Background: an optimization exercise with open tools, aiming at small area. Do not read the settings as production practice. Function was checked by simulation only, so behaviour that the tests miss may differ from the original. No activity file was given, so power comes from the tool's default toggle rates.

--- config.mk ---
export PLATFORM = sky130hd
export DESIGN_NAME = ycc_to_rgb
export DESIGN_NICKNAME = ycc_to_rgb
export VERILOG_FILES = /design/flow/design.v
export SDC_FILE = /design/flow/constraint.sdc
export NUM_CORES = 4
export LEC_CHECK = 0
export CAP_MARGIN = 20
export CORE_MARGIN = 2
export CORE_UTILIZATION = 40
export SLEW_MARGIN = 20
export SYNTH_HIERARCHICAL = 1
export SYNTH_MINIMUM_KEEP_SIZE = 0
--- constraint.sdc ---
create_clock -name core_clock -period 10.0 [get_ports {clk}]
set_input_delay 2.0000 -clock core_clock [delete_from_list [all_inputs] [get_ports {clk}]]
set_output_delay 2.0000 -clock core_clock [all_outputs]
set_load 0.01 [all_outputs]
--- design.v ---
module ycc_to_rgb (
    input  wire        clk,
    input  wire        rst,           
    input  wire        in_valid,
    input  wire        in_mode,       
    input  wire [2:0]  in_cll,        
    input  wire [15:0] in_e0,         
    input  wire [15:0] in_e1,         
    input  wire [15:0] in_e2,         
    output reg         out_valid,
    output wire [31:0] out_pixel      
);
  wire [15:0] y    = in_e0;
  wire [15:0] cb   = in_e1;
  wire [15:0] cr   = in_e2;
  wire [15:0] y_n  = ~in_e0;
  wire [15:0] cb_n = ~in_e1;
  wire [15:0] cr_n = ~in_e2;
  wire ri1 = ~cr_n[13];
  wire rs2, rc3;
  ha u_rs2 (cr_n[14], cr_n[12], rs2, rc3);
  wire rs4, rc5;
  fa u_rs4 (cr[15], cr_n[13], cr[11], rs4, rc5);
  wire rs6, rc7;
  fa u_rs6 (y[0], cr_n[14], cr[12], rs6, rc7);
  wire rs8, rc9;
  fa u_rs8 (y[1], cr[15], cr[13], rs8, rc9);
  wire rs10, rc11;
  fa u_rs10 (cr_n[9], cr[6], cr_n[4], rs10, rc11);
  wire rs12, rc13;
  fa u_rs12 (y[2], cr[14], cr_n[10], rs12, rc13);
  wire rs14, rc15;
  fa u_rs14 (cr[7], cr_n[5], cr_n[3], rs14, rc15);
  wire rs16, rc17;
  fa u_rs16 (y[3], cr_n[15], cr_n[11], rs16, rc17);
  wire rs18, rc19;
  ha u_rs18 (cr[8], cr_n[6], rs18, rc19);
  wire rs20, rc21;
  fa u_rs20 (y[4], cr_n[12], cr[9], rs20, rc21);
  wire ri22 = ~cr_n[7];
  wire rs23, rc24;
  fa u_rs23 (y[5], cr_n[13], cr[10], rs23, rc24);
  wire ri25 = ~cr_n[8];
  wire rs26, rc27;
  fa u_rs26 (y[6], cr_n[14], cr[11], rs26, rc27);
  wire ri28 = ~cr_n[9];
  wire rs29, rc30;
  fa u_rs29 (y[7], cr[15], cr[12], rs29, rc30);
  wire ri31 = ~y[8];
  wire ri32 = ~y[9];
  wire ri33 = ~cr_n[8];
  wire rs34, rc35;
  ha u_rs34 (cr_n[9], cr_n[7], rs34, rc35);
  wire rs36, rc37;
  ha u_rs36 (cr_n[10], cr_n[8], rs36, rc37);
  wire rs38, rc39;
  fa u_rs38 (cr_n[11], cr_n[9], cr[7], rs38, rc39);
  wire rs40, rc41;
  fa u_rs40 (cr_n[12], cr_n[10], cr[8], rs40, rc41);
  wire rs42, rc43;
  fa u_rs42 (cr_n[11], cr[9], cr_n[5], rs42, rc43);
  wire rs44, rc45;
  ha u_rs44 (cr[2], cr_n[0], rs44, rc45);
  wire rs46, rc47;
  fa u_rs46 (cr_n[13], cr[10], cr_n[6], rs46, rc47);
  wire rs48, rc49;
  fa u_rs48 (cr[3], cr_n[1], rs2, rs48, rc49);
  wire rs50, rc51;
  fa u_rs50 (cr_n[7], cr[4], cr_n[2], rs50, rc51);
  wire rs52, rc53;
  fa u_rs52 (cr_n[0], rc3, rs4, rs52, rc53);
  wire rs54, rc55;
  fa u_rs54 (cr_n[8], cr[5], cr_n[3], rs54, rc55);
  wire rs56, rc57;
  fa u_rs56 (cr_n[1], rc5, rs6, rs56, rc57);
  wire rs58, rc59;
  fa u_rs58 (cr_n[2], cr[0], rc7, rs58, rc59);
  wire rs60, rc61;
  fa u_rs60 (1'b1, rs8, rs10, rs60, rc61);
  wire rs62, rc63;
  fa u_rs62 (cr[1], rc9, rc11, rs62, rc63);
  wire rs64, rc65;
  fa u_rs64 (1'b1, rs12, rs14, rs64, rc65);
  wire rs66, rc67;
  fa u_rs66 (cr_n[4], cr[2], rs18, rs66, rc67);
  wire rs68, rc69;
  fa u_rs68 (rc13, rc15, rs16, rs68, rc69);
  wire rs70, rc71;
  fa u_rs70 (cr_n[5], cr[3], ri22, rs70, rc71);
  wire rs72, rc73;
  fa u_rs72 (rc19, rc17, rs20, rs72, rc73);
  wire rs74, rc75;
  fa u_rs74 (cr_n[7], cr_n[6], cr[4], rs74, rc75);
  wire rs76, rc77;
  fa u_rs76 (ri25, rc21, rs23, rs76, rc77);
  wire rs78, rc79;
  fa u_rs78 (cr_n[8], cr_n[7], cr[5], rs78, rc79);
  wire rs80, rc81;
  fa u_rs80 (ri28, rc24, rs26, rs80, rc81);
  wire rs82, rc83;
  fa u_rs82 (cr_n[9], cr_n[10], cr_n[8], rs82, rc83);
  wire rs84, rc85;
  fa u_rs84 (cr[6], rc27, rs29, rs84, rc85);
  wire rs86, rc87;
  fa u_rs86 (cr[13], cr_n[11], cr_n[9], rs86, rc87);
  wire rs88, rc89;
  fa u_rs88 (cr[7], ri31, rc30, rs88, rc89);
  wire rs90, rc91;
  fa u_rs90 (y[8], cr[14], cr_n[12], rs90, rc91);
  wire rs92, rc93;
  fa u_rs92 (cr_n[10], cr[8], ri32, rs92, rc93);
  wire rs94, rc95;
  fa u_rs94 (y[9], y[10], cr_n[15], rs94, rc95);
  wire rs96, rc97;
  fa u_rs96 (cr_n[13], cr_n[11], cr[9], rs96, rc97);
  wire rs98, rc99;
  fa u_rs98 (y[11], cr_n[14], cr_n[12], rs98, rc99);
  wire ri100 = ~cr[10];
  wire rs101, rc102;
  fa u_rs101 (y[12], cr[15], cr_n[13], rs101, rc102);
  wire ri103 = ~cr[11];
  wire rs104, rc105;
  fa u_rs104 (y[13], cr_n[14], cr[12], rs104, rc105);
  wire rs106, rc107;
  ha u_rs106 (cr_n[6], cr[4], rs106, rc107);
  wire rs108, rc109;
  fa u_rs108 (cr_n[8], cr[5], cr_n[1], rs108, rc109);
  wire rs110, rc111;
  fa u_rs110 (cr[6], cr_n[2], rc35, rs110, rc111);
  wire rs112, rc113;
  fa u_rs112 (cr_n[3], cr[0], rc37, rs112, rc113);
  wire rs114, rc115;
  fa u_rs114 (cr_n[4], cr[1], rc39, rs114, rc115);
  wire rs116, rc117;
  fa u_rs116 (ri1, rs44, rc41, rs116, rc117);
  wire rs118, rc119;
  fa u_rs118 (rc45, rc43, rs46, rs118, rc119);
  wire rs120, rc121;
  fa u_rs120 (rc47, rs50, rc49, rs120, rc121);
  wire rs122, rc123;
  fa u_rs122 (rc51, rs54, rc53, rs122, rc123);
  wire rs124, rc125;
  fa u_rs124 (rc55, rc57, rs58, rs124, rc125);
  wire rs126, rc127;
  fa u_rs126 (rc59, rc61, rs62, rs126, rc127);
  wire rs128, rc129;
  fa u_rs128 (rs66, rc63, rc65, rs128, rc129);
  wire rs130, rc131;
  fa u_rs130 (rs70, rc67, rc69, rs130, rc131);
  wire rs132, rc133;
  fa u_rs132 (rs74, rc71, rc73, rs132, rc133);
  wire rs134, rc135;
  fa u_rs134 (rc75, rs78, rc77, rs134, rc135);
  wire rs136, rc137;
  fa u_rs136 (rc79, rs82, rc81, rs136, rc137);
  wire rs138, rc139;
  fa u_rs138 (rc83, rs86, rc85, rs138, rc139);
  wire rs140, rc141;
  fa u_rs140 (rc87, rs90, rs92, rs140, rc141);
  wire rs142, rc143;
  fa u_rs142 (rc91, rs94, rs96, rs142, rc143);
  wire rs144, rc145;
  fa u_rs144 (ri100, rc95, rc97, rs144, rc145);
  wire rs146, rc147;
  fa u_rs146 (cr[10], ri103, rc99, rs146, rc147);
  wire rs148, rc149;
  fa u_rs148 (cr[11], rc102, rs104, rs148, rc149);
  wire rs150, rc151;
  fa u_rs150 (y[14], cr[15], cr[13], rs150, rc151);
  wire ri152 = ~cr_n[2];
  wire rs153, rc154;
  ha u_rs153 (cr_n[3], cr_n[1], rs153, rc154);
  wire rs155, rc156;
  fa u_rs155 (cr_n[4], cr_n[2], cr[0], rs155, rc156);
  wire rs157, rc158;
  fa u_rs157 (cr_n[5], cr_n[3], cr[1], rs157, rc158);
  wire rs159, rc160;
  fa u_rs159 (cr_n[6], cr_n[4], cr[2], rs159, rc160);
  wire rs161, rc162;
  fa u_rs161 (cr_n[7], cr_n[5], cr[3], rs161, rc162);
  wire rs163, rc164;
  fa u_rs163 (cr_n[0], ri33, rs106, rs163, rc164);
  wire rs165, rc166;
  fa u_rs165 (rc107, rs34, rs108, rs165, rc166);
  wire rs167, rc168;
  fa u_rs167 (rs36, rc109, rs110, rs167, rc168);
  wire rs169, rc170;
  fa u_rs169 (rs38, rc111, rs112, rs169, rc170);
  wire rs171, rc172;
  fa u_rs171 (rs40, rc113, rs114, rs171, rc172);
  wire rs173, rc174;
  fa u_rs173 (rs42, rc115, rs116, rs173, rc174);
  wire rs175, rc176;
  fa u_rs175 (rs48, rc117, rs118, rs175, rc176);
  wire rs177, rc178;
  fa u_rs177 (rc119, rs52, rs120, rs177, rc178);
  wire rs179, rc180;
  fa u_rs179 (rs56, rc121, rs122, rs179, rc180);
  wire rs181, rc182;
  fa u_rs181 (rs60, rc123, rs124, rs181, rc182);
  wire rs183, rc184;
  fa u_rs183 (rs64, rc125, rs126, rs183, rc184);
  wire rs185, rc186;
  fa u_rs185 (rs68, rc127, rs128, rs185, rc186);
  wire rs187, rc188;
  fa u_rs187 (rs72, rc129, rs130, rs187, rc188);
  wire rs189, rc190;
  fa u_rs189 (rs76, rc131, rs132, rs189, rc190);
  wire rs191, rc192;
  fa u_rs191 (rs80, rc133, rs134, rs191, rc192);
  wire rs193, rc194;
  fa u_rs193 (rs84, rc135, rs136, rs193, rc194);
  wire rs195, rc196;
  fa u_rs195 (rs88, rc137, rs138, rs195, rc196);
  wire rs197, rc198;
  fa u_rs197 (rc89, rs140, rc139, rs197, rc198);
  wire rs199, rc200;
  fa u_rs199 (rc93, rs142, rc141, rs199, rc200);
  wire rs201, rc202;
  fa u_rs201 (rs98, rc143, rs144, rs201, rc202);
  wire rs203, rc204;
  fa u_rs203 (rs101, rc145, rs146, rs203, rc204);
  wire rs205, rc206;
  fa u_rs205 (1'b1, rc147, rs148, rs205, rc206);
  wire rs207, rc208;
  fa u_rs207 (rc105, rs150, rc149, rs207, rc208);
  wire rs209, rc210;
  fa u_rs209 (y_n[15], cr[14], rc151, rs209, rc210);
  wire [29:0] r_cy;
  assign r_cy[0] = 1'b0;
  wire r_G0 = ((cr_n[2] & rs153) | ((cr_n[2] | rs153) & ((ri152 & cr_n[0]) | ((ri152 | cr_n[0]) & ((cr_n[1] & 1'b0) | ((cr_n[1] | 1'b0) & (1'b1 & cr_n[0])))))));
  wire r_P0 = (1'b1 | cr_n[0]) & (cr_n[1] | 1'b0) & (ri152 | cr_n[0]) & (cr_n[2] | rs153);
  assign r_cy[4] = r_G0 | (r_P0 & r_cy[0]);
  wire r_G4 = ((rc160 & rs161) | ((rc160 | rs161) & ((rc158 & rs159) | ((rc158 | rs159) & ((rc156 & rs157) | ((rc156 | rs157) & (rc154 & rs155)))))));
  wire r_P4 = (rc154 | rs155) & (rc156 | rs157) & (rc158 | rs159) & (rc160 | rs161);
  assign r_cy[8] = r_G4 | (r_P4 & r_cy[4]);
  wire r_G8 = ((rc168 & rs169) | ((rc168 | rs169) & ((rc166 & rs167) | ((rc166 | rs167) & ((rc164 & rs165) | ((rc164 | rs165) & (rc162 & rs163)))))));
  wire r_P8 = (rc162 | rs163) & (rc164 | rs165) & (rc166 | rs167) & (rc168 | rs169);
  assign r_cy[12] = r_G8 | (r_P8 & r_cy[8]);
  wire r_G12 = ((rc176 & rs177) | ((rc176 | rs177) & ((rc174 & rs175) | ((rc174 | rs175) & ((rc172 & rs173) | ((rc172 | rs173) & (rc170 & rs171)))))));
  wire r_P12 = (rc170 | rs171) & (rc172 | rs173) & (rc174 | rs175) & (rc176 | rs177);
  assign r_cy[16] = r_G12 | (r_P12 & r_cy[12]);
  wire r_G16 = ((rc184 & rs185) | ((rc184 | rs185) & ((rc182 & rs183) | ((rc182 | rs183) & ((rc180 & rs181) | ((rc180 | rs181) & (rc178 & rs179)))))));
  wire r_P16 = (rc178 | rs179) & (rc180 | rs181) & (rc182 | rs183) & (rc184 | rs185);
  assign r_cy[20] = r_G16 | (r_P16 & r_cy[16]);
  wire r_G20 = (rc186 & rs187);
  wire r_P20 = (rc186 | rs187);
  assign r_cy[21] = r_G20 | (r_P20 & r_cy[20]);
  wire rs211, rc212;
  fa u_rs211 (rc188, rs189, r_cy[21], rs211, rc212);
  wire rs213, rc214;
  fa u_rs213 (rc190, rs191, rc212, rs213, rc214);
  wire rs215, rc216;
  fa u_rs215 (rc192, rs193, rc214, rs215, rc216);
  wire rs217, rc218;
  fa u_rs217 (rc194, rs195, rc216, rs217, rc218);
  wire rs219, rc220;
  fa u_rs219 (rc196, rs197, rc218, rs219, rc220);
  wire rs221, rc222;
  fa u_rs221 (rc198, rs199, rc220, rs221, rc222);
  wire rs223, rc224;
  fa u_rs223 (rc200, rs201, rc222, rs223, rc224);
  wire rs225, rc226;
  fa u_rs225 (rc202, rs203, rc224, rs225, rc226);
  assign r_cy[29] = rc226;
  wire [7:0] r_m = {rs225, rs223, rs221, rs219, rs217, rs215, rs213, rs211};
  wire rs227, rc228;
  ha u_rs227 (rc204, rs205, rs227, rc228);
  wire rs229, rc230;
  fa u_rs229 (rc206, rs207, rc228, rs229, rc230);
  wire rs231, rc232;
  fa u_rs231 (rc208, rs209, rc230, rs231, rc232);
  wire rs233, rc234;
  fa u_rs233 (rc210, cr_n[15], rc232, rs233, rc234);
  wire ri235 = ~rc234;
  wire [4:0] r_t = {ri235, rs233, rs231, rs229, rs227};
  wire r_in = r_cy[29] ? (&r_t) : ~(|r_t);
  wire [7:0] r0 = r_in ? r_m : {8{~r_t[4]}};
  wire gi236 = ~cb[14];
  wire gs237, gc238;
  fa u_gs237 (y[0], cb_n[15], cb[5], gs237, gc238);
  wire gs239, gc240;
  fa u_gs239 (cb[3], cb_n[1], cr[15], gs239, gc240);
  wire gs241, gc242;
  fa u_gs241 (y[1], cb[6], cb[4], gs241, gc242);
  wire gi243 = ~cb_n[2];
  wire gs244, gc245;
  fa u_gs244 (y[2], cb[7], cb[5], gs244, gc245);
  wire gi246 = ~cb_n[3];
  wire gs247, gc248;
  fa u_gs247 (y[3], cb[8], cb[6], gs247, gc248);
  wire gi249 = ~cb_n[4];
  wire gs250, gc251;
  fa u_gs250 (y[4], cb[9], cb[7], gs250, gc251);
  wire gi252 = ~y[5];
  wire gi253 = ~y[6];
  wire gs254, gc255;
  ha u_gs254 (cb[12], cb[2], gs254, gc255);
  wire gs256, gc257;
  fa u_gs256 (cb[13], cb[3], cb[1], gs256, gc257);
  wire gs258, gc259;
  ha u_gs258 (cr_n[13], cr[9], gs258, gc259);
  wire gs260, gc261;
  fa u_gs260 (cb[4], cb[2], cb_n[0], gs260, gc261);
  wire gs262, gc263;
  fa u_gs262 (cr_n[14], cr[10], cr[7], gs262, gc263);
  wire gs264, gc265;
  ha u_gs264 (cr[4], cr[1], gs264, gc265);
  wire gs266, gc267;
  fa u_gs266 (cb[14], cr[11], cr[8], gs266, gc267);
  wire gs268, gc269;
  fa u_gs268 (cr[5], cr[2], cr_n[0], gs268, gc269);
  wire gs270, gc271;
  fa u_gs270 (1'b1, gs237, gs239, gs270, gc271);
  wire gs272, gc273;
  fa u_gs272 (cr[12], cr[9], cr[6], gs272, gc273);
  wire gs274, gc275;
  fa u_gs274 (cr[3], cr_n[1], gi243, gs274, gc275);
  wire gs276, gc277;
  fa u_gs276 (gc238, gc240, gs241, gs276, gc277);
  wire gs278, gc279;
  fa u_gs278 (cb_n[2], cr[13], cr[10], gs278, gc279);
  wire gs280, gc281;
  fa u_gs280 (cr[7], cr[4], cr_n[2], gs280, gc281);
  wire gs282, gc283;
  fa u_gs282 (gi246, gc242, gs244, gs282, gc283);
  wire gs284, gc285;
  fa u_gs284 (cb_n[3], cr[14], cr[11], gs284, gc285);
  wire gs286, gc287;
  fa u_gs286 (cr[8], cr[5], cr_n[3], gs286, gc287);
  wire gs288, gc289;
  fa u_gs288 (gi249, gc245, gs247, gs288, gc289);
  wire gs290, gc291;
  fa u_gs290 (cb_n[4], cb_n[5], cr_n[15], gs290, gc291);
  wire gs292, gc293;
  fa u_gs292 (cr[12], cr[9], cr[6], gs292, gc293);
  wire gs294, gc295;
  fa u_gs294 (cr_n[4], gc248, gs250, gs294, gc295);
  wire gs296, gc297;
  fa u_gs296 (cb[10], cb[8], cb_n[6], gs296, gc297);
  wire gs298, gc299;
  fa u_gs298 (cr[13], cr[10], cr[7], gs298, gc299);
  wire gs300, gc301;
  fa u_gs300 (cr_n[5], gi252, gc251, gs300, gc301);
  wire gs302, gc303;
  fa u_gs302 (y[5], cb[11], cb[9], gs302, gc303);
  wire gs304, gc305;
  fa u_gs304 (cb_n[7], cr[14], cr[11], gs304, gc305);
  wire gs306, gc307;
  fa u_gs306 (cr[8], cr_n[6], gi253, gs306, gc307);
  wire gs308, gc309;
  fa u_gs308 (y[6], y[7], cb[12], gs308, gc309);
  wire gs310, gc311;
  fa u_gs310 (cb[10], cb_n[8], cr_n[15], gs310, gc311);
  wire gs312, gc313;
  fa u_gs312 (cr[12], cr[9], cr_n[7], gs312, gc313);
  wire gs314, gc315;
  fa u_gs314 (y[8], cb[13], cb[11], gs314, gc315);
  wire gs316, gc317;
  fa u_gs316 (cb_n[9], cr[13], cr[10], gs316, gc317);
  wire gi318 = ~cr_n[8];
  wire gs319, gc320;
  fa u_gs319 (y[9], cb[14], cb[12], gs319, gc320);
  wire gs321, gc322;
  fa u_gs321 (cb_n[10], cr[14], cr[11], gs321, gc322);
  wire gi323 = ~cr_n[9];
  wire gs324, gc325;
  fa u_gs324 (y[10], cb_n[15], cb[13], gs324, gc325);
  wire gs326, gc327;
  fa u_gs326 (cb_n[11], cr_n[15], cr[12], gs326, gc327);
  wire gi328 = ~cr_n[10];
  wire gs329, gc330;
  fa u_gs329 (y[11], cb[14], cb_n[12], gs329, gc330);
  wire gi331 = ~y[12];
  wire gs332, gc333;
  fa u_gs332 (cb[10], cb[0], cr_n[10], gs332, gc333);
  wire gs334, gc335;
  fa u_gs334 (cb[11], cb[1], cr_n[11], gs334, gc335);
  wire gs336, gc337;
  ha u_gs336 (cr[7], cr[4], gs336, gc337);
  wire gs338, gc339;
  fa u_gs338 (cb[0], cr_n[12], cr[8], gs338, gc339);
  wire gs340, gc341;
  fa u_gs340 (cr[5], cr[2], gs254, gs340, gc341);
  wire gs342, gc343;
  fa u_gs342 (cr[6], cr[3], cr[0], gs342, gc343);
  wire gs344, gc345;
  fa u_gs344 (gc255, gs258, gs256, gs344, gc345);
  wire gs346, gc347;
  fa u_gs346 (gi236, gc259, gs264, gs346, gc347);
  wire gs348, gc349;
  fa u_gs348 (gc257, gs260, gs262, gs348, gc349);
  wire gs350, gc351;
  fa u_gs350 (gc265, gc261, gc263, gs350, gc351);
  wire gs352, gc353;
  fa u_gs352 (gs266, gs268, gs270, gs352, gc353);
  wire gs354, gc355;
  fa u_gs354 (gc267, gc269, gs272, gs354, gc355);
  wire gs356, gc357;
  fa u_gs356 (gs274, gc271, gs276, gs356, gc357);
  wire gs358, gc359;
  fa u_gs358 (gc273, gs278, gs280, gs358, gc359);
  wire gs360, gc361;
  fa u_gs360 (gc275, gc277, gs282, gs360, gc361);
  wire gs362, gc363;
  fa u_gs362 (gc279, gc281, gs284, gs362, gc363);
  wire gs364, gc365;
  fa u_gs364 (gs286, gc283, gs288, gs364, gc365);
  wire gs366, gc367;
  fa u_gs366 (gc285, gc287, gs290, gs366, gc367);
  wire gs368, gc369;
  fa u_gs368 (gs292, gc289, gs294, gs368, gc369);
  wire gs370, gc371;
  fa u_gs370 (gc291, gc293, gs296, gs370, gc371);
  wire gs372, gc373;
  fa u_gs372 (gs298, gc295, gs300, gs372, gc373);
  wire gs374, gc375;
  fa u_gs374 (gc297, gc299, gs302, gs374, gc375);
  wire gs376, gc377;
  fa u_gs376 (gs304, gs306, gc301, gs376, gc377);
  wire gs378, gc379;
  fa u_gs378 (gc303, gc305, gs308, gs378, gc379);
  wire gs380, gc381;
  fa u_gs380 (gs310, gs312, gc307, gs380, gc381);
  wire gs382, gc383;
  fa u_gs382 (gi318, gc309, gc311, gs382, gc383);
  wire gs384, gc385;
  fa u_gs384 (gc313, gs314, gs316, gs384, gc385);
  wire gs386, gc387;
  fa u_gs386 (cr_n[8], gi323, gc315, gs386, gc387);
  wire gs388, gc389;
  fa u_gs388 (gc317, gs319, gs321, gs388, gc389);
  wire gs390, gc391;
  fa u_gs390 (cr_n[9], gi328, gc320, gs390, gc391);
  wire gs392, gc393;
  fa u_gs392 (gc322, gs324, gs326, gs392, gc393);
  wire gs394, gc395;
  fa u_gs394 (cr_n[10], cr[13], cr_n[11], gs394, gc395);
  wire gs396, gc397;
  fa u_gs396 (gc325, gc327, gs329, gs396, gc397);
  wire gs398, gc399;
  fa u_gs398 (cb_n[15], cb_n[13], cr[14], gs398, gc399);
  wire gs400, gc401;
  fa u_gs400 (cr_n[12], gi331, gc330, gs400, gc401);
  wire gs402, gc403;
  fa u_gs402 (y[12], y[13], cb_n[14], gs402, gc403);
  wire gs404, gc405;
  ha u_gs404 (cr_n[15], cr_n[13], gs404, gc405);
  wire gs406, gc407;
  ha u_gs406 (y[14], cb[15], gs406, gc407);
  wire gs408, gc409;
  ha u_gs408 (cb[7], cr_n[7], gs408, gc409);
  wire gs410, gc411;
  fa u_gs410 (cb[8], cr_n[8], cr[4], gs410, gc411);
  wire gs412, gc413;
  fa u_gs412 (cb[9], cr_n[9], cr[5], gs412, gc413);
  wire gs414, gc415;
  fa u_gs414 (cr[6], cr[3], cr[0], gs414, gc415);
  wire gs416, gc417;
  fa u_gs416 (cr[1], gs336, gc333, gs416, gc417);
  wire gs418, gc419;
  fa u_gs418 (gc337, gc335, gs338, gs418, gc419);
  wire gs420, gc421;
  fa u_gs420 (gc339, gs342, gc341, gs420, gc421);
  wire gs422, gc423;
  fa u_gs422 (gc343, gs346, gc345, gs422, gc423);
  wire gs424, gc425;
  fa u_gs424 (gc347, gc349, gs350, gs424, gc425);
  wire gs426, gc427;
  fa u_gs426 (gc351, gs354, gc353, gs426, gc427);
  wire gs428, gc429;
  fa u_gs428 (gc355, gs358, gc357, gs428, gc429);
  wire gs430, gc431;
  fa u_gs430 (gc359, gs362, gc361, gs430, gc431);
  wire gs432, gc433;
  fa u_gs432 (gc363, gs366, gc365, gs432, gc433);
  wire gs434, gc435;
  fa u_gs434 (gc367, gs370, gc369, gs434, gc435);
  wire gs436, gc437;
  fa u_gs436 (gc371, gs374, gs376, gs436, gc437);
  wire gs438, gc439;
  fa u_gs438 (gc375, gs378, gs380, gs438, gc439);
  wire gs440, gc441;
  fa u_gs440 (gc379, gs382, gc381, gs440, gc441);
  wire gs442, gc443;
  fa u_gs442 (gc383, gc385, gs386, gs442, gc443);
  wire gs444, gc445;
  fa u_gs444 (gc387, gc389, gs390, gs444, gc445);
  wire gs446, gc447;
  fa u_gs446 (gs394, gc391, gc393, gs446, gc447);
  wire gs448, gc449;
  fa u_gs448 (gc395, gs398, gc397, gs448, gc449);
  wire gs450, gc451;
  fa u_gs450 (gs404, gc399, gs402, gs450, gc451);
  wire gs452, gc453;
  fa u_gs452 (cr_n[14], gc405, gs406, gs452, gc453);
  wire gs454, gc455;
  fa u_gs454 (y_n[15], cr[15], gc407, gs454, gc455);
  wire gi456 = ~cb[0];
  wire gs457, gc458;
  ha u_gs457 (cb[1], cr_n[1], gs457, gc458);
  wire gs459, gc460;
  ha u_gs459 (cb[2], cr_n[2], gs459, gc460);
  wire gs461, gc462;
  ha u_gs461 (cb[3], cr_n[3], gs461, gc462);
  wire gs463, gc464;
  fa u_gs463 (cb[4], cr_n[4], cr[0], gs463, gc464);
  wire gs465, gc466;
  fa u_gs465 (cb[5], cr_n[5], cr[1], gs465, gc466);
  wire gs467, gc468;
  fa u_gs467 (cb[6], cr_n[6], cr[2], gs467, gc468);
  wire gs469, gc470;
  fa u_gs469 (cr[3], cr[0], gs408, gs469, gc470);
  wire gs471, gc472;
  fa u_gs471 (cr[1], gc409, gs410, gs471, gc472);
  wire gs473, gc474;
  fa u_gs473 (cr[2], gc411, gs412, gs473, gc474);
  wire gs475, gc476;
  fa u_gs475 (gc413, gs414, gs332, gs475, gc476);
  wire gs477, gc478;
  fa u_gs477 (gc415, gs334, gs416, gs477, gc478);
  wire gs479, gc480;
  fa u_gs479 (gs340, gc417, gs418, gs479, gc480);
  wire gs481, gc482;
  fa u_gs481 (gc419, gs344, gs420, gs481, gc482);
  wire gs483, gc484;
  fa u_gs483 (gs348, gc421, gs422, gs483, gc484);
  wire gs485, gc486;
  fa u_gs485 (gc423, gs424, gs352, gs485, gc486);
  wire gs487, gc488;
  fa u_gs487 (gc425, gs356, gs426, gs487, gc488);
  wire gs489, gc490;
  fa u_gs489 (gs360, gc427, gs428, gs489, gc490);
  wire gs491, gc492;
  fa u_gs491 (gs364, gc429, gs430, gs491, gc492);
  wire gs493, gc494;
  fa u_gs493 (gs368, gc431, gs432, gs493, gc494);
  wire gs495, gc496;
  fa u_gs495 (gs372, gc433, gs434, gs495, gc496);
  wire gs497, gc498;
  fa u_gs497 (gc373, gs436, gc435, gs497, gc498);
  wire gs499, gc500;
  fa u_gs499 (gc377, gs438, gc437, gs499, gc500);
  wire gs501, gc502;
  fa u_gs501 (gs384, gc439, gs440, gs501, gc502);
  wire gs503, gc504;
  fa u_gs503 (gs388, gc441, gs442, gs503, gc504);
  wire gs505, gc506;
  fa u_gs505 (gs392, gc443, gs444, gs505, gc506);
  wire gs507, gc508;
  fa u_gs507 (gs396, gc445, gs446, gs507, gc508);
  wire gs509, gc510;
  fa u_gs509 (gs400, gc447, gs448, gs509, gc510);
  wire gs511, gc512;
  fa u_gs511 (gc401, gs450, gc449, gs511, gc512);
  wire gs513, gc514;
  fa u_gs513 (gc403, gs452, gc451, gs513, gc514);
  wire gs515, gc516;
  fa u_gs515 (1'b1, gs454, gc453, gs515, gc516);
  wire [29:0] g_cy;
  assign g_cy[0] = 1'b0;
  wire g_G0 = ((gc458 & gs459) | ((gc458 | gs459) & ((cb[0] & gs457) | ((cb[0] | gs457) & ((gi456 & cr_n[0]) | ((gi456 | cr_n[0]) & (1'b0 & 1'b0)))))));
  wire g_P0 = (1'b0 | 1'b0) & (gi456 | cr_n[0]) & (cb[0] | gs457) & (gc458 | gs459);
  assign g_cy[4] = g_G0 | (g_P0 & g_cy[0]);
  wire g_G4 = ((gc466 & gs467) | ((gc466 | gs467) & ((gc464 & gs465) | ((gc464 | gs465) & ((gc462 & gs463) | ((gc462 | gs463) & (gc460 & gs461)))))));
  wire g_P4 = (gc460 | gs461) & (gc462 | gs463) & (gc464 | gs465) & (gc466 | gs467);
  assign g_cy[8] = g_G4 | (g_P4 & g_cy[4]);
  wire g_G8 = ((gc474 & gs475) | ((gc474 | gs475) & ((gc472 & gs473) | ((gc472 | gs473) & ((gc470 & gs471) | ((gc470 | gs471) & (gc468 & gs469)))))));
  wire g_P8 = (gc468 | gs469) & (gc470 | gs471) & (gc472 | gs473) & (gc474 | gs475);
  assign g_cy[12] = g_G8 | (g_P8 & g_cy[8]);
  wire g_G12 = ((gc482 & gs483) | ((gc482 | gs483) & ((gc480 & gs481) | ((gc480 | gs481) & ((gc478 & gs479) | ((gc478 | gs479) & (gc476 & gs477)))))));
  wire g_P12 = (gc476 | gs477) & (gc478 | gs479) & (gc480 | gs481) & (gc482 | gs483);
  assign g_cy[16] = g_G12 | (g_P12 & g_cy[12]);
  wire g_G16 = ((gc490 & gs491) | ((gc490 | gs491) & ((gc488 & gs489) | ((gc488 | gs489) & ((gc486 & gs487) | ((gc486 | gs487) & (gc484 & gs485)))))));
  wire g_P16 = (gc484 | gs485) & (gc486 | gs487) & (gc488 | gs489) & (gc490 | gs491);
  assign g_cy[20] = g_G16 | (g_P16 & g_cy[16]);
  wire g_G20 = (gc492 & gs493);
  wire g_P20 = (gc492 | gs493);
  assign g_cy[21] = g_G20 | (g_P20 & g_cy[20]);
  wire gs517, gc518;
  fa u_gs517 (gc494, gs495, g_cy[21], gs517, gc518);
  wire gs519, gc520;
  fa u_gs519 (gc496, gs497, gc518, gs519, gc520);
  wire gs521, gc522;
  fa u_gs521 (gc498, gs499, gc520, gs521, gc522);
  wire gs523, gc524;
  fa u_gs523 (gc500, gs501, gc522, gs523, gc524);
  wire gs525, gc526;
  fa u_gs525 (gc502, gs503, gc524, gs525, gc526);
  wire gs527, gc528;
  fa u_gs527 (gc504, gs505, gc526, gs527, gc528);
  wire gs529, gc530;
  fa u_gs529 (gc506, gs507, gc528, gs529, gc530);
  wire gs531, gc532;
  fa u_gs531 (gc508, gs509, gc530, gs531, gc532);
  assign g_cy[29] = gc532;
  wire [7:0] g_m = {gs531, gs529, gs527, gs525, gs523, gs521, gs519, gs517};
  wire gs533, gc534;
  ha u_gs533 (gc510, gs511, gs533, gc534);
  wire gs535, gc536;
  fa u_gs535 (gc512, gs513, gc534, gs535, gc536);
  wire gs537, gc538;
  fa u_gs537 (gc514, gs515, gc536, gs537, gc538);
  wire gs539, gc540;
  fa u_gs539 (gc516, gc455, gc538, gs539, gc540);
  wire gi541 = ~gc540;
  wire [4:0] g_t = {gi541, gs539, gs537, gs535, gs533};
  wire g_in = g_cy[29] ? (&g_t) : ~(|g_t);
  wire [7:0] g0 = g_in ? g_m : {8{~g_t[4]}};
  wire bs542, bc543;
  ha u_bs542 (y[1], cb_n[14], bs542, bc543);
  wire bs544, bc545;
  fa u_bs544 (y[2], cb[15], cb[13], bs544, bc545);
  wire bi546 = ~cb[10];
  wire bs547, bc548;
  fa u_bs547 (y[3], cb[14], cb[11], bs547, bc548);
  wire bi549 = ~cb[9];
  wire bs550, bc551;
  fa u_bs550 (y[4], cb_n[15], cb[12], bs550, bc551);
  wire bi552 = ~y[5];
  wire bi553 = ~y[6];
  wire bs554, bc555;
  fa u_bs554 (cb_n[11], cb[9], cb[6], bs554, bc555);
  wire bs556, bc557;
  fa u_bs556 (cb_n[12], cb[10], cb[7], bs556, bc557);
  wire bs558, bc559;
  fa u_bs558 (y[0], cb_n[13], cb[11], bs558, bc559);
  wire bs560, bc561;
  ha u_bs560 (cb[8], cb[6], bs560, bc561);
  wire bs562, bc563;
  fa u_bs562 (cb[12], cb[9], cb[7], bs562, bc563);
  wire bs564, bc565;
  fa u_bs564 (cb_n[3], cb[0], bs542, bs564, bc565);
  wire bs566, bc567;
  fa u_bs566 (cb[8], cb_n[4], cb[1], bs566, bc567);
  wire bs568, bc569;
  fa u_bs568 (bi546, bc543, bs544, bs568, bc569);
  wire bs570, bc571;
  fa u_bs570 (cb[10], cb_n[5], cb[2], bs570, bc571);
  wire bs572, bc573;
  fa u_bs572 (bi549, bc545, bs547, bs572, bc573);
  wire bs574, bc575;
  fa u_bs574 (cb[9], cb[10], cb_n[6], bs574, bc575);
  wire bs576, bc577;
  fa u_bs576 (cb[3], bc548, bs550, bs576, bc577);
  wire bs578, bc579;
  fa u_bs578 (cb[13], cb[11], cb_n[7], bs578, bc579);
  wire bs580, bc581;
  fa u_bs580 (cb[4], bi552, bc551, bs580, bc581);
  wire bs582, bc583;
  fa u_bs582 (y[5], cb[14], cb[12], bs582, bc583);
  wire bs584, bc585;
  fa u_bs584 (cb_n[8], cb[5], bi553, bs584, bc585);
  wire bs586, bc587;
  fa u_bs586 (y[6], y[7], cb_n[15], bs586, bc587);
  wire bs588, bc589;
  fa u_bs588 (cb[13], cb_n[9], cb[6], bs588, bc589);
  wire bs590, bc591;
  fa u_bs590 (y[8], cb[14], cb_n[10], bs590, bc591);
  wire bi592 = ~cb[7];
  wire bs593, bc594;
  fa u_bs593 (y[9], cb_n[15], cb_n[11], bs593, bc594);
  wire bi595 = ~y[10];
  wire bi596 = ~y[11];
  wire bs597, bc598;
  ha u_bs597 (cb_n[7], cb[5], bs597, bc598);
  wire bs599, bc600;
  fa u_bs599 (cb_n[8], cb[6], cb[3], bs599, bc600);
  wire bs601, bc602;
  fa u_bs601 (cb_n[9], cb[7], cb[4], bs601, bc602);
  wire bs603, bc604;
  fa u_bs603 (cb_n[10], cb[8], cb[5], bs603, bc604);
  wire bs605, bc606;
  fa u_bs605 (cb[4], cb_n[0], bs554, bs605, bc606);
  wire bs607, bc608;
  fa u_bs607 (cb[5], cb_n[1], bc555, bs607, bc608);
  wire bs609, bc610;
  fa u_bs609 (cb_n[2], bs560, bc557, bs609, bc610);
  wire bs611, bc612;
  fa u_bs611 (bc561, bc559, bs562, bs611, bc612);
  wire bs613, bc614;
  fa u_bs613 (bc563, bs566, bc565, bs613, bc614);
  wire bs615, bc616;
  fa u_bs615 (bc567, bs570, bc569, bs615, bc616);
  wire bs617, bc618;
  fa u_bs617 (bc571, bs574, bc573, bs617, bc618);
  wire bs619, bc620;
  fa u_bs619 (bc575, bs578, bc577, bs619, bc620);
  wire bs621, bc622;
  fa u_bs621 (bc579, bs582, bs584, bs621, bc622);
  wire bs623, bc624;
  fa u_bs623 (bc583, bs586, bs588, bs623, bc624);
  wire bs625, bc626;
  fa u_bs625 (bi592, bc587, bc589, bs625, bc626);
  wire bs627, bc628;
  fa u_bs627 (cb[7], cb[8], bc591, bs627, bc628);
  wire bs629, bc630;
  fa u_bs629 (cb_n[12], cb[9], bi595, bs629, bc630);
  wire bs631, bc632;
  fa u_bs631 (y[10], cb_n[13], cb[10], bs631, bc632);
  wire bs633, bc634;
  fa u_bs633 (y[11], y[12], cb_n[14], bs633, bc634);
  wire bs635, bc636;
  fa u_bs635 (y[13], cb[15], cb[12], bs635, bc636);
  wire bi637 = ~y[14];
  wire bs638, bc639;
  ha u_bs638 (cb_n[5], cb[3], bs638, bc639);
  wire bs640, bc641;
  fa u_bs640 (cb_n[6], cb[4], cb[1], bs640, bc641);
  wire bs642, bc643;
  fa u_bs642 (cb[2], cb[0], bs597, bs642, bc643);
  wire bs644, bc645;
  fa u_bs644 (cb[1], bc598, bs599, bs644, bc645);
  wire bs646, bc647;
  fa u_bs646 (cb[2], bc600, bs601, bs646, bc647);
  wire bs648, bc649;
  fa u_bs648 (cb[3], bc602, bs603, bs648, bc649);
  wire bs650, bc651;
  fa u_bs650 (1'b1, bc604, bs605, bs650, bc651);
  wire bs652, bc653;
  fa u_bs652 (bs556, bc606, bs607, bs652, bc653);
  wire bs654, bc655;
  fa u_bs654 (bs558, bc608, bs609, bs654, bc655);
  wire bs656, bc657;
  fa u_bs656 (bs564, bc610, bs611, bs656, bc657);
  wire bs658, bc659;
  fa u_bs658 (bc612, bs568, bs613, bs658, bc659);
  wire bs660, bc661;
  fa u_bs660 (bs572, bc614, bs615, bs660, bc661);
  wire bs662, bc663;
  fa u_bs662 (bs576, bc616, bs617, bs662, bc663);
  wire bs664, bc665;
  fa u_bs664 (bs580, bc618, bs619, bs664, bc665);
  wire bs666, bc667;
  fa u_bs666 (bc581, bs621, bc620, bs666, bc667);
  wire bs668, bc669;
  fa u_bs668 (bc585, bs623, bc622, bs668, bc669);
  wire bs670, bc671;
  fa u_bs670 (bs590, bc624, bs625, bs670, bc671);
  wire bs672, bc673;
  fa u_bs672 (bs593, bc626, bs627, bs672, bc673);
  wire bs674, bc675;
  fa u_bs674 (bc594, bs629, bc628, bs674, bc675);
  wire bs676, bc677;
  fa u_bs676 (bi596, bs631, bc630, bs676, bc677);
  wire bs678, bc679;
  fa u_bs678 (cb[11], bc632, bs633, bs678, bc679);
  wire bs680, bc681;
  fa u_bs680 (1'b1, bc634, bs635, bs680, bc681);
  wire bs682, bc683;
  fa u_bs682 (cb[13], bi637, bc636, bs682, bc683);
  wire bs684, bc685;
  fa u_bs684 (y[14], y_n[15], cb[14], bs684, bc685);
  wire [29:0] b_cy;
  assign b_cy[0] = 1'b0;
  wire b_G0 = ((1'b1 & cb_n[0]) | ((1'b1 | cb_n[0]) & ((1'b0 & 1'b0) | ((1'b0 | 1'b0) & ((1'b0 & 1'b0) | ((1'b0 | 1'b0) & (1'b0 & 1'b0)))))));
  wire b_P0 = (1'b0 | 1'b0) & (1'b0 | 1'b0) & (1'b0 | 1'b0) & (1'b1 | cb_n[0]);
  assign b_cy[4] = b_G0 | (b_P0 & b_cy[0]);
  wire b_G4 = ((cb_n[4] & cb[2]) | ((cb_n[4] | cb[2]) & ((cb_n[3] & cb[1]) | ((cb_n[3] | cb[1]) & ((cb_n[2] & cb[0]) | ((cb_n[2] | cb[0]) & (cb_n[1] & 1'b0)))))));
  wire b_P4 = (cb_n[1] | 1'b0) & (cb_n[2] | cb[0]) & (cb_n[3] | cb[1]) & (cb_n[4] | cb[2]);
  assign b_cy[8] = b_G4 | (b_P4 & b_cy[4]);
  wire b_G8 = ((bc643 & bs644) | ((bc643 | bs644) & ((bc641 & bs642) | ((bc641 | bs642) & ((bc639 & bs640) | ((bc639 | bs640) & (bs638 & cb[0])))))));
  wire b_P8 = (bs638 | cb[0]) & (bc639 | bs640) & (bc641 | bs642) & (bc643 | bs644);
  assign b_cy[12] = b_G8 | (b_P8 & b_cy[8]);
  wire b_G12 = ((bc651 & bs652) | ((bc651 | bs652) & ((bc649 & bs650) | ((bc649 | bs650) & ((bc647 & bs648) | ((bc647 | bs648) & (bc645 & bs646)))))));
  wire b_P12 = (bc645 | bs646) & (bc647 | bs648) & (bc649 | bs650) & (bc651 | bs652);
  assign b_cy[16] = b_G12 | (b_P12 & b_cy[12]);
  wire b_G16 = ((bc659 & bs660) | ((bc659 | bs660) & ((bc657 & bs658) | ((bc657 | bs658) & ((bc655 & bs656) | ((bc655 | bs656) & (bc653 & bs654)))))));
  wire b_P16 = (bc653 | bs654) & (bc655 | bs656) & (bc657 | bs658) & (bc659 | bs660);
  assign b_cy[20] = b_G16 | (b_P16 & b_cy[16]);
  wire b_G20 = (bc661 & bs662);
  wire b_P20 = (bc661 | bs662);
  assign b_cy[21] = b_G20 | (b_P20 & b_cy[20]);
  wire bs686, bc687;
  fa u_bs686 (bc663, bs664, b_cy[21], bs686, bc687);
  wire bs688, bc689;
  fa u_bs688 (bc665, bs666, bc687, bs688, bc689);
  wire bs690, bc691;
  fa u_bs690 (bc667, bs668, bc689, bs690, bc691);
  wire bs692, bc693;
  fa u_bs692 (bc669, bs670, bc691, bs692, bc693);
  wire bs694, bc695;
  fa u_bs694 (bc671, bs672, bc693, bs694, bc695);
  wire bs696, bc697;
  fa u_bs696 (bc673, bs674, bc695, bs696, bc697);
  wire bs698, bc699;
  fa u_bs698 (bc675, bs676, bc697, bs698, bc699);
  wire bs700, bc701;
  fa u_bs700 (bc677, bs678, bc699, bs700, bc701);
  assign b_cy[29] = bc701;
  wire [7:0] b_m = {bs700, bs698, bs696, bs694, bs692, bs690, bs688, bs686};
  wire bs702, bc703;
  ha u_bs702 (bc679, bs680, bs702, bc703);
  wire bs704, bc705;
  fa u_bs704 (bc681, bs682, bc703, bs704, bc705);
  wire bs706, bc707;
  fa u_bs706 (bc683, bs684, bc705, bs706, bc707);
  wire bs708, bc709;
  fa u_bs708 (bc685, cb_n[15], bc707, bs708, bc709);
  wire bi710 = ~bc709;
  wire [4:0] b_t = {bi710, bs708, bs706, bs704, bs702};
  wire b_in = b_cy[29] ? (&b_t) : ~(|b_t);
  wire [7:0] b0 = b_in ? b_m : {8{~b_t[4]}};
  wire [7:0]  yy   = in_e0[7:0];
  wire [15:0] co_w = {8'd0, in_e1[7:0]} << in_cll;
  wire [15:0] cg_w = {8'd0, in_e2[7:0]} << in_cll;
  wire [7:0]  co   = co_w[8:1];
  wire [7:0]  cg   = cg_w[8:1];
  wire [7:0] yy_n = ~yy;
  wire [7:0] co_n = ~co;
  wire [7:0] cg_n = ~cg;
  wire r1i711 = ~yy[0];
  wire r1s712, r1c713;
  ha u_r1s712 (yy[1], co[1], r1s712, r1c713);
  wire r1s714, r1c715;
  ha u_r1s714 (yy[2], co[2], r1s714, r1c715);
  wire r1s716, r1c717;
  ha u_r1s716 (yy[3], co[3], r1s716, r1c717);
  wire r1s718, r1c719;
  ha u_r1s718 (yy[4], co[4], r1s718, r1c719);
  wire r1s720, r1c721;
  ha u_r1s720 (yy[5], co[5], r1s720, r1c721);
  wire r1s722, r1c723;
  ha u_r1s722 (yy[6], co[6], r1s722, r1c723);
  wire r1s724, r1c725;
  ha u_r1s724 (yy[7], co_n[7], r1s724, r1c725);
  wire r1s726, r1c727;
  ha u_r1s726 (co[0], cg_n[0], r1s726, r1c727);
  wire r1s728, r1c729;
  fa u_r1s728 (yy[0], cg_n[1], r1s712, r1s728, r1c729);
  wire r1s730, r1c731;
  fa u_r1s730 (cg_n[2], r1c713, r1s714, r1s730, r1c731);
  wire r1s732, r1c733;
  fa u_r1s732 (cg_n[3], r1c715, r1s716, r1s732, r1c733);
  wire r1s734, r1c735;
  fa u_r1s734 (cg_n[4], r1c717, r1s718, r1s734, r1c735);
  wire r1s736, r1c737;
  fa u_r1s736 (cg_n[5], r1c719, r1s720, r1s736, r1c737);
  wire r1s738, r1c739;
  fa u_r1s738 (cg_n[6], r1c721, r1s722, r1s738, r1c739);
  wire r1s740, r1c741;
  fa u_r1s740 (cg[7], r1c723, r1s724, r1s740, r1c741);
  wire r1i742 = ~r1c725;
  wire r1s743, r1c744;
  ha u_r1s743 (r1s726, r1i711, r1s743, r1c744);
  wire r1s745, r1c746;
  fa u_r1s745 (r1c727, r1s728, r1c744, r1s745, r1c746);
  wire r1s747, r1c748;
  fa u_r1s747 (r1c729, r1s730, r1c746, r1s747, r1c748);
  wire r1s749, r1c750;
  fa u_r1s749 (r1c731, r1s732, r1c748, r1s749, r1c750);
  wire r1s751, r1c752;
  fa u_r1s751 (r1c733, r1s734, r1c750, r1s751, r1c752);
  wire r1s753, r1c754;
  fa u_r1s753 (r1c735, r1s736, r1c752, r1s753, r1c754);
  wire r1s755, r1c756;
  fa u_r1s755 (r1c737, r1s738, r1c754, r1s755, r1c756);
  wire r1s757, r1c758;
  fa u_r1s757 (r1c739, r1s740, r1c756, r1s757, r1c758);
  wire r1s759, r1c760;
  fa u_r1s759 (r1c741, r1i742, r1c758, r1s759, r1c760);
  wire r1x761 = ~r1c725;
  wire r1x762;
  xr u_r1x762 (r1x761, r1c760, r1x762);
  wire [9:0] r1s = {r1x762, r1s759, r1s757, r1s755, r1s753, r1s751, r1s749, r1s747, r1s745, r1s743};
  wire [7:0] r1 = r1s[9] ? 8'd0 : r1s[8] ? 8'd255 : r1s[7:0];
  wire b1i763 = ~yy[1];
  wire b1s764, b1c765;
  ha u_b1s764 (yy[2], co_n[2], b1s764, b1c765);
  wire b1s766, b1c767;
  ha u_b1s766 (yy[3], co_n[3], b1s766, b1c767);
  wire b1s768, b1c769;
  ha u_b1s768 (yy[4], co_n[4], b1s768, b1c769);
  wire b1s770, b1c771;
  ha u_b1s770 (yy[5], co_n[5], b1s770, b1c771);
  wire b1s772, b1c773;
  ha u_b1s772 (yy[6], co_n[6], b1s772, b1c773);
  wire b1s774, b1c775;
  ha u_b1s774 (yy[7], co[7], b1s774, b1c775);
  wire b1s776, b1c777;
  ha u_b1s776 (yy[0], co_n[0], b1s776, b1c777);
  wire b1s778, b1c779;
  fa u_b1s778 (co_n[1], cg_n[1], b1i763, b1s778, b1c779);
  wire b1s780, b1c781;
  fa u_b1s780 (yy[1], cg_n[2], b1s764, b1s780, b1c781);
  wire b1s782, b1c783;
  fa u_b1s782 (cg_n[3], b1c765, b1s766, b1s782, b1c783);
  wire b1s784, b1c785;
  fa u_b1s784 (cg_n[4], b1c767, b1s768, b1s784, b1c785);
  wire b1s786, b1c787;
  fa u_b1s786 (cg_n[5], b1c769, b1s770, b1s786, b1c787);
  wire b1s788, b1c789;
  fa u_b1s788 (cg_n[6], b1c771, b1s772, b1s788, b1c789);
  wire b1s790, b1c791;
  fa u_b1s790 (cg[7], b1c773, b1s774, b1s790, b1c791);
  wire b1i792 = ~b1c775;
  wire b1s793, b1c794;
  ha u_b1s793 (b1s776, cg_n[0], b1s793, b1c794);
  wire b1s795, b1c796;
  fa u_b1s795 (b1c777, b1s778, b1c794, b1s795, b1c796);
  wire b1s797, b1c798;
  fa u_b1s797 (b1c779, b1s780, b1c796, b1s797, b1c798);
  wire b1s799, b1c800;
  fa u_b1s799 (b1c781, b1s782, b1c798, b1s799, b1c800);
  wire b1s801, b1c802;
  fa u_b1s801 (b1c783, b1s784, b1c800, b1s801, b1c802);
  wire b1s803, b1c804;
  fa u_b1s803 (b1c785, b1s786, b1c802, b1s803, b1c804);
  wire b1s805, b1c806;
  fa u_b1s805 (b1c787, b1s788, b1c804, b1s805, b1c806);
  wire b1s807, b1c808;
  fa u_b1s807 (b1c789, b1s790, b1c806, b1s807, b1c808);
  wire b1s809, b1c810;
  fa u_b1s809 (b1c791, b1i792, b1c808, b1s809, b1c810);
  wire b1x811 = ~b1c775;
  wire b1x812;
  xr u_b1x812 (b1x811, b1c810, b1x812);
  wire [9:0] b1s = {b1x812, b1s809, b1s807, b1s805, b1s803, b1s801, b1s799, b1s797, b1s795, b1s793};
  wire [7:0] b1 = b1s[9] ? 8'd0 : b1s[8] ? 8'd255 : b1s[7:0];
  wire g1s813, g1c814;
  ha u_g1s813 (yy[0], cg[0], g1s813, g1c814);
  wire g1s815, g1c816;
  fa u_g1s815 (yy[1], cg[1], g1c814, g1s815, g1c816);
  wire g1s817, g1c818;
  fa u_g1s817 (yy[2], cg[2], g1c816, g1s817, g1c818);
  wire g1s819, g1c820;
  fa u_g1s819 (yy[3], cg[3], g1c818, g1s819, g1c820);
  wire g1s821, g1c822;
  fa u_g1s821 (yy[4], cg[4], g1c820, g1s821, g1c822);
  wire g1s823, g1c824;
  fa u_g1s823 (yy[5], cg[5], g1c822, g1s823, g1c824);
  wire g1s825, g1c826;
  fa u_g1s825 (yy[6], cg[6], g1c824, g1s825, g1c826);
  wire g1s827, g1c828;
  fa u_g1s827 (yy[7], cg[7], g1c826, g1s827, g1c828);
  wire [8:0] g1s = {g1c828, g1s827, g1s825, g1s823, g1s821, g1s819, g1s817, g1s815, g1s813};
  wire [7:0] g1 = (g1s[8] == cg[7]) ? g1s[7:0] : {8{g1s[8]}};
  reg [23:0] pix;
  always @(posedge clk) begin
    if (rst) out_valid <= 1'b0;
    else     out_valid <= in_valid;
    pix <= in_mode ? {b1, g1, r1} : {b0, g0, r0};
  end
  assign out_pixel = {8'hff, pix};
endmodule
module fa (input wire a, input wire b, input wire c, output wire s, output wire co);
  assign s  = a ^ b ^ c;
  assign co = (a & b) | (a & c) | (b & c);
endmodule
module xr (input wire a, input wire b, output wire s);
  assign s = a ^ b;
endmodule
module ha (input wire a, input wire b, output wire s, output wire co);
  assign s  = a ^ b;
  assign co = a & b;
endmodule
--- flow/run.sh ---
#!/bin/bash
# The standard layout, with the port buffers made from sky130_fd_sc_hd__buf_2 cells.
set -euo pipefail
bash standard.sh BUFFER_PORTS_ARGS="-buffer_cell sky130_fd_sc_hd__buf_2" finish > standard_flow.log 2>&1
--- standard.sh ---
#!/bin/bash
# synth_recipe.tcl (not shown) runs the flow's synth.tcl, then flattens the netlist and writes it again
# the make line also repeats each setting of config.mk as NAME=value (left out here)
make -C /OpenROAD-flow-scripts/flow DESIGN_CONFIG=/design/flow/config.mk WORK_HOME=/design/flow/orfs CLKGATE_MAP_FILE= SYNTH_SCRIPT=/design/flow/synth_recipe.tcl "${@:-finish}"
==> flow_metrics.py, run 1 <==
metrics = {
    "finish": {
        "fin_nets": 1349,
        "mostFrequentLayoutCells": "352 x fa_1, 79 x buf_2, 62 x inv_1, 43 x a21oi_1, 42 x ha_1",
        "diodes": 0,
        "final_common_cell": "fa_1",
        "drive_gt1_share_pct": 14.3,
        "synthToLayoutAreaGrowth_pct": 10.7,
    },
    "logic_synthesis": {
        "ys_ff_latch": 25,
        "avgSynthCellArea_um2": 12.9,
        "yosys_warnings": 7,
        "ys.flop_type": "dfxtp_1",
        "synthArstFlopShare_pct": 0,
        "syn_inst": 789,
        "yosysSeqAreaShare_pct": 4.93,
        "synth_cell_types": 51,
        "synth_top_area_share_pct": 69.5,
        "synth_top_area_cell": "fa_1",
        "ys_top_cells_by_area": "fa_1 69%, ha_1 5.2%, dfxtp_1 4.9%, inv_1 2.3%, a21oi_1 2.1%",
        "netlist_area_um2": 10100,
        "synth_edf_count": 0,
    },
    "critical_path": {
        "critical_path_class": "input port to flip-flop",
        "crit_end": "pix[12]$_DFF_P_",
        "setup.worst_path.start": "in_e1[5]",
        "path_max_fanout": 9,
        "startpoint_type": "input port",
        "arrival_ns": 9.53,
        "crit_path_end_kind": "flip-flop",
        "cp_data_required_time_ns": 10.20,
    },
    "drt": {
        "wl_per_cell_um": 23.0,
        "first_pass_iters": 5,
        "drt_wl_total_um": 28300,
        "antenna_left": 0,
        "dr_total_vias": 6649,
        "drt-initial-drc-count": 403,
        "viasPerCell": 5.41,
        "remaining_drc_errors": 0,
    },
    "hold_path": {
        "hp-class": "input port to flip-flop",
    },
    "place": {
        "port_buffers": 79,
        "hpwl_um": 24800,
        "gp_congestion": 0.927,
        "place_worst_setup_slack_ns": 0.422,
    },
    "power_and_ir_drop": {
        "pwr_density_cell_nw_per_um2": 197,
        "p_int_mw": 1.08,
        "ir_drop_mv": 0.140,
        "swShare_pct": 51.1,
        "power.total_mw": 2.21,
        "p_sw_mw": 1.13,
        "comb_power_share_pct": 89.1,
        "clkPwrFrac_pct": 4.0,
        "pwr-share-seq_pct": 6.9,
        "total_leakage_power_nw": 4.66,
    },
    "floorplanning": {
        "coreArea_um2": 25000,
        "row_count": 58,
        "chipWidth_um": 163,
        "dieArea_um2": 26700,
        "die_h_um": 163,
        "start_util_pct": 40.5,
        "ios": 88,
    },
    "sta": {
        "final_max_slew_viol_count": 0,
        "fmax_mhz": 107,
        "rsz0062_at_grt": "false",
        "max_slew_margin_pct": 47.8,
        "tightest_slew_ns": 0.778,
        "fin_setup_tns_ns": 0,
        "fin_crit_ns": 9.33,
        "finalHoldViolCount": 0,
        "setup_slack_ns": 0.668,
        "hold_ws_ns": 1.89,
        "setup_viol": 0,
        "min_period_over_period_pct": 93.3,
    },
    "global_route": {
        "grt_max_degree": 36,
        "antenna_found_initial": 0,
        "overflow": 0,
        "track_usage_pct": 23.1,
        "grt_pass1_wl_um": 44900,
        "grt_pass1_vias": 7710,
    },
    "clock_tree": {
        "ctsHoldBuffers": 0,
        "cts_sinks": 25,
        "cts-resized-gates": 0,
        "cts_tree": "built",
        "cts_setup_buffers": 0,
        "cts_max_level": 1,
        "clk_pin_slew_ns": 0.06,
        "clockRootBuffer": "clkbuf_16",
        "clk_path_buf_depth": 2,
        "cts_made_buffers": 3,
    },
    "flow_run": {
        "maxCapViolations": 0,
    },
    "status": {
        "outcome": "no timing/DRC/antenna violations",
    },
}
-- through the flow --
stage / util (%) / std cells / instance area, um^2
2_1_floorplan: - / 803 / 10200
3_3_place_gp: 44.5 / 1225 / 11200
3_5_place_dp: 44.5 / 1225 / 11200
4_1_cts: 44.9 / 1229 / 11200
5_1_grt: 44.9 / 1229 / 11200
6_report: 44.9 / 1229 / 11200
-- cells by family (layout without fill, tap and decap cells) --
logic type / after synthesis / in the layout / share of synthesized area (%)
AO/OA/AOI/OAI: 160 / 160 / 10.5
XOR/XNOR: 2 / 2 / 0.173
adder cells (fa/ha/maj): 398 / 398 / 75.1
buffers and inverters: 85 / 181 / 3.52
flip-flops: 25 / 25 / 4.93
multiplexers: 10 / 10 / 0.987
other: 1 / 15 / 0.0370
AND/OR/NAND/NOR: 108 / 108 / 4.77
-- registers in the layout, summed over array words and instances, names as in the netlist --
signal / count
pix: 24
out_valid: 1
-- how the worst min path moves through the flow --
stage / from / to / slack (ns) / depth (start not counted)
floorplan: rst / out_valid$_SDFF_PP0_ / 2.07 / 1
global placement: rst / out_valid$_SDFF_PP0_ / 2.15 / 2
detailed placement: rst / out_valid$_SDFF_PP0_ / 2.16 / 2
CTS: rst / out_valid$_SDFF_PP0_ / 1.89 / 2
global route: rst / out_valid$_SDFF_PP0_ / 1.89 / 2
finish: rst / out_valid$_SDFF_PP0_ / 1.89 / 2
-- Yosys stat by module, one instance, submodules excluded --
module	times used	flip-flops and latches	cells	area [um^2]
ha	42	0	1	12.5
ycc_to_rgb	1	25	393	2550
xr	2	0	1	8.76
fa	352	0	1	20.0
-- metal layers --
layer | share of wire, % | global-route usage, % | vias to the layer above
met3 | 5.9 | 3.94 | 41
met4 | 2.8 | 5.39 | 0
met5 | 0 | 0 | -
met1 | 42 | 32.0 | 3576
met2 | 49 | 38.3 | 205
li1 | - | - | 2827
-- cells in the mapped netlist, drive strengths merged (10+ instances only) --
library cell and n:
a211oi 17, a21oi 45, buf 13, clkbuf 10, dfxtp 25, fa 352, ha 42, inv 62
mux2i 10, nand2 41, nor2 36, o21ai 21, o21bai 16, o22ai 16
-- layout make-up --
class	count	area (um^2)
fill	2310	13800
clock buffer	4	78.8
timing repair buffer	115	666
inverter	62	233
tap	330	413
sequential	25	500
multi-input combinational	693	9340
-- power groups by stage --
stage,Combinational [mW],Clock [mW],Sequential [mW]
floorplan,1.24,0,0.177
global placement,1.96,0,0.154
detailed placement,1.98,0,0.154
global route,2.19,0.0951,0.156
finish,1.97,0.0884,0.152
CTS,2.00,0.0902,0.153
-- worst max-delay path: stages --
cell	delay, ns
buf_2	0.31
fa_1	0.50
fa_1	0.43
fa_1	0.41
fa_1	0.52
fa_1	0.45
o22a_1	0.22
o21ai_0	0.10
a21oi_1	0.07
o31ai_1	0.30
a21oi_1	0.15
fa_1	0.40
fa_1	0.38
fa_1	0.39
fa_1	0.39
fa_1	0.39
fa_1	0.39
fa_1	0.39
fa_1	0.40
nor2_1	0.10
nand2_1	0.07
o21ai_1	0.45
nand2_1	0.11
nand2_1	0.10
o211a_1	0.13
==> run 2: changes to the inputs <==
--- a/config.mk
+++ b/config.mk
@@ -9,3 +9,4 @@
 export CORE_MARGIN = 2
-export CORE_UTILIZATION = 40
+export CORE_UTILIZATION = 80
+export PLACE_DENSITY = 0.9
 export SLEW_MARGIN = 20
==> flow_metrics.py, run 2 <==
metrics = {
    "status": {
        "outcome": "no timing/DRC/antenna violations",
    },
    "clock_tree": {
        "cts_made_buffers": 3,
        "ctsHoldBuffers": 0,
        "cts-resized-gates": 0,
        "cts_tree": "built",
        "clk_path_buf_depth": 2,
        "cts_max_level": 1,
        "cts_sinks": 25,
        "cts_setup_buffers": 0,
        "clk_pin_slew_ns": 0.06,
        "clockRootBuffer": "clkbuf_16",
    },
    "sta": {
        "min_period_over_period_pct": 95.1,
        "fmax_mhz": 105,
        "fin_setup_tns_ns": 0,
        "rsz0062_at_grt": "false",
        "final_max_slew_viol_count": 0,
        "setup_viol": 0,
        "fin_crit_ns": 9.51,
        "finalHoldViolCount": 0,
        "max_slew_margin_pct": 49.8,
        "tightest_slew_ns": 0.753,
    },
    "power_and_ir_drop": {
        "p_sw_mw": 1.16,
        "pwr_density_cell_nw_per_um2": 206,
        "comb_power_share_pct": 89.0,
        "clkPwrFrac_pct": 4.2,
        "swShare_pct": 51.8,
        "p_int_mw": 1.08,
        "pwr-share-seq_pct": 6.9,
        "ir_drop_mv": 0.202,
        "total_leakage_power_nw": 4.59,
    },
    "place": {
        "dp_cells": 1051,
        "hpwl_um": 26300,
        "gp_congestion": 0.963,
        "port_buffers": 79,
    },
    "finish": {
        "fillers": 602,
        "layout.cells.non_filler": 1055,
        "top_regs": "pix: 24 flops, out_valid: 1 flops",
        "final_common_cell": "fa_1",
        "largest_register_ffs": 24,
        "regMostFlops": "pix",
        "drive_gt1_share_pct": 12.9,
        "fin_nets": 1333,
        "mostFrequentLayoutCells": "352 x fa_1, 79 x buf_2, 62 x inv_1, 43 x a21oi_1, 42 x ha_1",
        "synthToLayoutAreaGrowth_pct": 7.62,
        "diodes": 0,
    },
    "floorplanning": {
        "die_h_um": 117,
        "start_util_pct": 81.0,
        "row_count": 41,
        "dieArea_um2": 13600,
        "ios": 88,
        "chipWidth_um": 117,
        "coreArea_um2": 12500,
    },
    "logic_synthesis": {
        "yosysSeqAreaShare_pct": 4.93,
        "synthArstFlopShare_pct": 0,
        "avgSynthCellArea_um2": 12.9,
        "synth_edf_count": 0,
        "ys.flop_type": "dfxtp_1",
        "synth.most_common_cell": "fa_1",
        "synth_top_area_share_pct": 69.5,
        "ys_top_cells_by_area": "fa_1 69%, ha_1 5.2%, dfxtp_1 4.9%, inv_1 2.3%, a21oi_1 2.1%",
        "netlist_area_um2": 10100,
        "ys_ff_latch": 25,
        "netlist_top_cells_count": "352 x fa_1, 62 x inv_1, 43 x a21oi_1",
        "yosys_warnings": 7,
        "synth_cell_types": 51,
        "synth_top_area_cell": "fa_1",
        "syn_inst": 789,
    },
    "critical_path": {
        "arrival_ns": 9.62,
        "crit_path_end_kind": "flip-flop",
        "crit_family": "adder cells",
        "cp_num_buf_inv": 2,
        "critical_path_class": "input port to flip-flop",
        "max_stage_delay_ns": 0.58,
        "path_max_fanout": 8,
        "cp_data_required_time_ns": 10.12,
        "critPathSlowestCell": "fa_1",
        "crit_path_cell_trace": "buf_2, inv_1, fa_1, fa_1, fa_1, fa_1, o21ai_0, o21ai_0, nor3_1, a21oi_1, fa_1, fa_1, fa_1, fa_1, fa_1, fa_1, fa_1, fa_1, nand3b_1, and2_1, a211oi_1, a21oi_1",
        "crit_path_frequent_cell": "fa_1",
        "startpoint_type": "input port",
    },
    "hold_path": {
        "hold_depth": 2,
        "hp-class": "input port to flip-flop",
        "hold_path_startpoint": "rst",
        "worst_hold_path.endpoint": "out_valid$_SDFF_PP0_",
    },
    "drt": {
        "wl_per_cell_um": 30.5,
        "remaining_drc_errors": 0,
        "antenna_left": 0,
        "drt-initial-drc-count": 1031,
        "first_pass_iters": 6,
        "dr_total_vias": 7781,
        "viasPerCell": 7.38,
        "drt_wl_total_um": 32200,
    },
    "global_route": {
        "overflow": 0,
        "grt_max_degree": 36,
        "antenna_found_initial": 0,
        "grt_pass1_vias": 8896,
        "track_usage_pct": 52.0,
        "grt_pass1_wl_um": 49200,
    },
    "flow_run": {
        "maxCapViolations": 0,
    },
}
==> run 2: cell counts after synthesis <==
No cell type changed its count.
==> run 2: routing by layer <==
metal | track usage [%] | share of wire [%]
met1 | 61.6 | 30
met2 | 78.4 | 46
met3 | 24.3 | 15
met4 | 31.1 | 8.4
met5 | 2.22 | 0.093
==> run 2: cell type report <==
class	instances	area [um^2]	share of cell area [%]
Multi-Input combinational cell	693	9340	85.5
Tap cell	172	215	1.97
Timing Repair Buffer	99	546	5.00
Inverter	62	233	2.13
Clock buffer	3	75.1	0.688
Sequential cell	25	500	4.58
Clock inverter	1	8.76	0.0802
==> run 2: how the worst max path moves through the flow <==
stage	start	endpoint	slack, ns	depth (start not counted)
2_1_floorplan	in_e1[15]	pix[11]$_DFF_P_	0.92	24
3_3_place_gp	in_e1[1]	pix[11]$_DFF_P_	0.49	25
3_5_place_dp	in_e1[1]	pix[8]$_DFF_P_	0.31	25
4_1_cts	in_e1[1]	pix[8]$_DFF_P_	0.59	25
5_1_grt	in_e1[1]	pix[11]$_DFF_P_	0.19	25
6_report	in_e2[10]	pix[7]$_DFF_P_	0.49	22
==> run 2: power by group through the flow <==
stage / clock (mW) / sequential, mW / combinational (mW)
after floorplan: 0 / 0.177 / 1.24
after global placement: 0 / 0.153 / 1.79
after detailed placement: 0 / 0.155 / 1.92
after CTS: 0.0936 / 0.154 / 1.94
after global routing: 0.0986 / 0.157 / 2.18
final: 0.0940 / 0.154 / 2.00
==> run 2: Yosys stat by module (local to each module, per instance) <==
module,copies in the design,flip-flops and latches,area [um^2],cells inside
fa,352,0,20.0,1
ha,42,0,12.5,1
xr,2,0,8.76,1
ycc_to_rgb,1,25,2550,393
==> run 2: cell families after synthesis <==
| logic type | count (synthesis) | synth area share [%] |
|---|---|---|
| compound gates | 160 | 10.5 |
| xor+xnor | 2 | 0.173 |
| buf+inv | 85 | 3.52 |
| flops | 25 | 4.93 |
| simple gates | 108 | 4.77 |
| mux | 10 | 0.987 |
| fa+ha+maj | 398 | 75.1 |
| other cells | 1 | 0.0370 |
==> run 2: through the flow <==
| step | hold slack [ns] | util, % | power [mW] | instance area, um^2 | worst slack [ns] |
|---|---|---|---|---|---|
| CTS | 1.89 | 87.2 | 2.19 | 10900 | 0.587 |
| floorplan | 2.07 | - | 1.42 | 10200 | 0.922 |
| global placement | 2.16 | 86.6 | 1.95 | 10800 | 0.488 |
| global route | 1.89 | 87.2 | 2.43 | 10900 | 0.189 |
| finish | 1.89 | 87.2 | 2.24 | 10900 | 0.492 |
| detailed placement | 2.17 | 86.6 | 2.08 | 10800 | 0.311 |

## separate check: timing with driven ports
Ports are ideal in the flow. The routed layouts listed here were re-timed in OpenROAD.
Step 1 sets driving cells, clkbuf_16 on the clock port and buf_2 on the other inputs (assumed; they add their load-dependent delay and slew).
Step 2 also shifts input and output timing later by t, the mid clock arrival at the registers, as if the neighbouring blocks saw the same clock.
a / b / c = no drivers / after step 1 / after step 2; a / b = the first two.
| run | t, ns | setup WS [ns] | hold slack, ns | worst setup path at the end | clock arrival spread, ns |
|---|---|---|---|---|---|
| run 1 | 0.289 | 0.668 / 0.669 / 0.380 | 1.887 / 1.875 / 2.165 | input to register | 0.005 / 0.005 |
| run 2 | 0.298 | 0.492 / 0.497 / 0.199 | 1.887 / 1.893 / 2.191 | input to register | 0.007 / 0.008 |
After both steps setup and hold are still met in every run listed. The setup slack of run 2, which loses most, moves by +0.005 ns with the drivers and by -0.293 ns with both steps.
